Background: an optimization exercise with open tools, aiming at small area, a short achievable clock period and few clock cycles per item. Do not read the settings as production practice.
In this exercise RTL edits were held to simulation tests only and were not proved equivalent to the original.

==> inputs of run a <==
==> flow/design.v (excerpt) <==
module gorilla_enc (
    input  wire        clk,
    input  wire        rst,
    input  wire        in_valid,
    output wire        in_ready,
    input  wire [63:0] in_data,
    input  wire        in_first,
    input  wire        in_last,
    input  wire [1:0]  in_wc,
    output wire        out_valid,
    input  wire        out_ready,
    output wire [63:0] out_data,
    output wire        out_last,
    output wire [3:0]  out_nbytes
);
    function automatic [63:0] rev64(input [63:0] v);
        integer j;
        begin
            for (j = 0; j < 64; j = j + 1)
                rev64[j] = v[63-j];
        end
    endfunction
    function automatic [2:0] lzc8(input [7:0] v);
        begin
            lzc8[2] = ~|v[7:4];
            lzc8[1] = lzc8[2] ? ~|v[3:2] : ~|v[7:6];
            lzc8[0] = lzc8[2] ? (lzc8[1] ? ~v[1] : ~v[3]) : (lzc8[1] ? ~v[5] : ~v[7]);
        end
    endfunction
    function automatic [5:0] lzc_bytes(input [7:0] nzb, input [23:0] cb);
        reg [3:0] v2;  reg [15:0] c2;    
        reg [1:0] v3;  reg [9:0]  c3;    
        integer j;
        begin
            for (j = 0; j < 4; j = j + 1) begin
                v2[j] = nzb[2*j] | nzb[2*j+1];
                c2[4*j +: 4] = nzb[2*j] ? {1'b0, cb[6*j +: 3]} : {1'b1, cb[6*j+3 +: 3]};
            end
            for (j = 0; j < 2; j = j + 1) begin
                v3[j] = v2[2*j] | v2[2*j+1];
                c3[5*j +: 5] = v2[2*j] ? {1'b0, c2[8*j +: 4]} : {1'b1, c2[8*j+4 +: 4]};
            end
            lzc_bytes = v3[0] ? {1'b0, c3[4:0]} : {1'b1, c3[9:5]};
        end
    endfunction
    reg  [1:0]  wc_in;       
    reg  [63:0] prev;        
    reg         s1_v;
    reg         s1_first;
    reg         s1_last;
    reg  [1:0]  s1_wc;
    reg  [63:0] s1_x;        
    reg         s1_nz;
    reg  [5:0]  s1_lz;       
    reg  [5:0]  s1_tz;       
    reg         s1_lg;       
    wire [1:0] cur_wc = in_first ? in_wc : wc_in;
    wire m16 = cur_wc != 2'd0;           
    wire m32 = cur_wc[1];                
    wire m64 = cur_wc == 2'd3;           
  ...
export LEC_CHECK = 0
export CAP_MARGIN = 20
export CORE_MARGIN = 2
export CORE_UTILIZATION = 25
export SLEW_MARGIN = 20
create_clock -name core_clock -period 18.0 [get_ports {clk}]
run.sh (not shown) runs the stock make flow with config.mk's settings and CLKGATE_MAP_FILE= SYNTH_SCRIPT=/design/flow/synth_recipe.tcl, a recipe that flattens the netlist after the stock synthesis.
==> run b (differences from run a) <==
--- a/flow/design.v
+++ b/flow/design.v
@@ -183,30 +183,32 @@
     wire [2:0] sb1   = wr ? ch[2:0] : 3'd0;
     wire [2:0] sa    = take ? sa1 : sa0;
     wire [2:0] sb    = take ? sb1 : sb0;
     wire [3:0] fsl   = fin_in_next ? {ch[2:0], 1'b0} : ch;       
     wire [2:0] sf    = !seal ? 3'd0 : take ? fsl[3:1] : fsl[2:0];
     wire [1:0] c_sh  = c - {1'b0, take};
     wire [1:0] c_nx   = c_sh + ncomp;
     wire [5:0] off_nx = !can ? off : seal ? 6'd0 : endp[5:0];
-    wire       s1_v_nx     = take_in ? 1'b1 : done ? 1'b0 : s1_v;
-    wire       s1_first_nx = take_in ? in_first : s1_first;
-    wire       s1_lg_nx    = take_in ? x_lg : s1_lg;
+    wire       s1_v_nx     = rdy ? in_valid : (s1_v && !done);
+    wire       s1_first_nx = rdy ? in_first : s1_first;
+    wire       s1_lg_nx    = rdy ? x_lg : s1_lg;
     wire       hd_nx       = can ? is_long : hdr_done;
     wire       w_big_nx    = !can ? w_big : s1_first ? 1'b0 :
                              newwin ? (db_new >= 7'd63) : w_big;
     wire       room_nx     = !c_nx[1] || (c_nx == 2'd2 && off_nx == 6'd0);
     wire       long_nx     = !s1_first_nx && !hd_nx && (s1_lg_nx || w_big_nx);
     wire       rdy_nx      = !s1_v_nx || (room_nx && !long_nx);
     wire [5:0] w_lz_nx = (can && newwin) ? s1_lz : w_lz;
     always @(posedge clk) begin
         if (take_in) begin
             prev     <= in_data;
             wc_in    <= cur_wc;
+        end
+        if (rdy) begin
             s1_first <= in_first;
             s1_last  <= in_last;
             s1_wc    <= cur_wc;
             s1_x     <= xu;
             s1_nz    <= x_nz;
             s1_lz    <= x_lz;
             s1_tz    <= x_tz;
             s1_lg    <= x_lg;
==> flow/flow/run.sh (new file) <==
#!/bin/bash
# Standard layout, with timing repair aimed below the design's period
# (repair_timing keeps a setup margin) and plain buffers on the ports.
set -e
export SETUP_SLACK_MARGIN=12.7
export BUFFER_PORTS_ARGS="-buffer_cell sky130_fd_sc_hd__buf_2"
bash standard.sh > standard.log 2>&1
==> flow/standard.sh (new file) <==
#!/bin/bash
# synth_recipe.tcl (not shown) runs the flow's synth.tcl, then flattens the netlist and writes it again
# the make line also repeats each setting of config.mk as NAME=value (left out here)
make -C /OpenROAD-flow-scripts/flow DESIGN_CONFIG=/design/flow/config.mk WORK_HOME=/design/flow/orfs CLKGATE_MAP_FILE= SYNTH_SCRIPT=/design/flow/synth_recipe.tcl "${@:-finish}"
CORE_UTILIZATION = 45   (was 25)
PLACE_DENSITY = 0.7   (was unset)
removed: flow/run.sh
==> comparison table <==
FF-to-FF End: run a q1[49]; run b rdy
Clkbuf count: run a 56; run b 63
Final instance area: run a 33670 um2; run b 31830 um2
First-pass GRT wire length: run a 183.2 mm; run b 152.5 mm
Sequential area share after synthesis: run a 33.63%; run b 35.03%
Result of the run: run a complete, no violations; run b complete, no violations
Fin Clk Skew: run a 0.02591 ns; run b 0.03530 ns
Number of global-route vias before repair: run a 26850; run b 24380
Routed vias/inst: run a 5.779; run b 6.501
Multi-input gate count: run a 2734; run b 2514
Global routing met1 resource utilization: run a 28.26%; run b 40.47%
Footprint of the multi-input gates: run a 18040 um2; run b 17620 um2
Clk tree area frac: run a 4.667%; run b 4.622%
Area growth from synthesis to layout: run a 15.58%; run b 13.12%
Type of the worst setup path: run a flip-flop to flip-flop; run b primary input to flip-flop
Worst-path fanout max: run a 44; run b 6
Testbench counts of run a, summed over its fixed seeds: cycles 18,496, items 18,380.
Testbench counts of run b, summed over its fixed seeds: cycles 18,496, items 18,380.

static timing again, ports no longer ideal:
Ports are ideal in the flow. The routed layouts listed here were re-timed in OpenROAD.
Step 1 assumes that a clkbuf_16 drives the clock port and a buf_2 every other input.
Step 2 times the ports against the registers' clock, not the clock port: input delays grow and output delays shrink by t, the midpoint of the rising clock arrivals with the driver on.
Three values: ideal ports, drivers, drivers and shift; two values: the first two.
run	shift t [ns]	setup slack, ns	latest minus earliest clock arrival (ns)	worst slew at a driven data input, ns	pins driven straight from the clock port
run a	0.659	11.288 / 11.288 / 10.656	0.026 / 0.025	0.06	1
run b	0.661	12.687 / 12.725 / 12.065	0.035 / 0.035	0.10	1
After both steps setup and hold are still met in every run listed. For run a, which loses most, drivers alone change the setup slack by 0.000 ns; drivers and shift together by -0.632 ns.
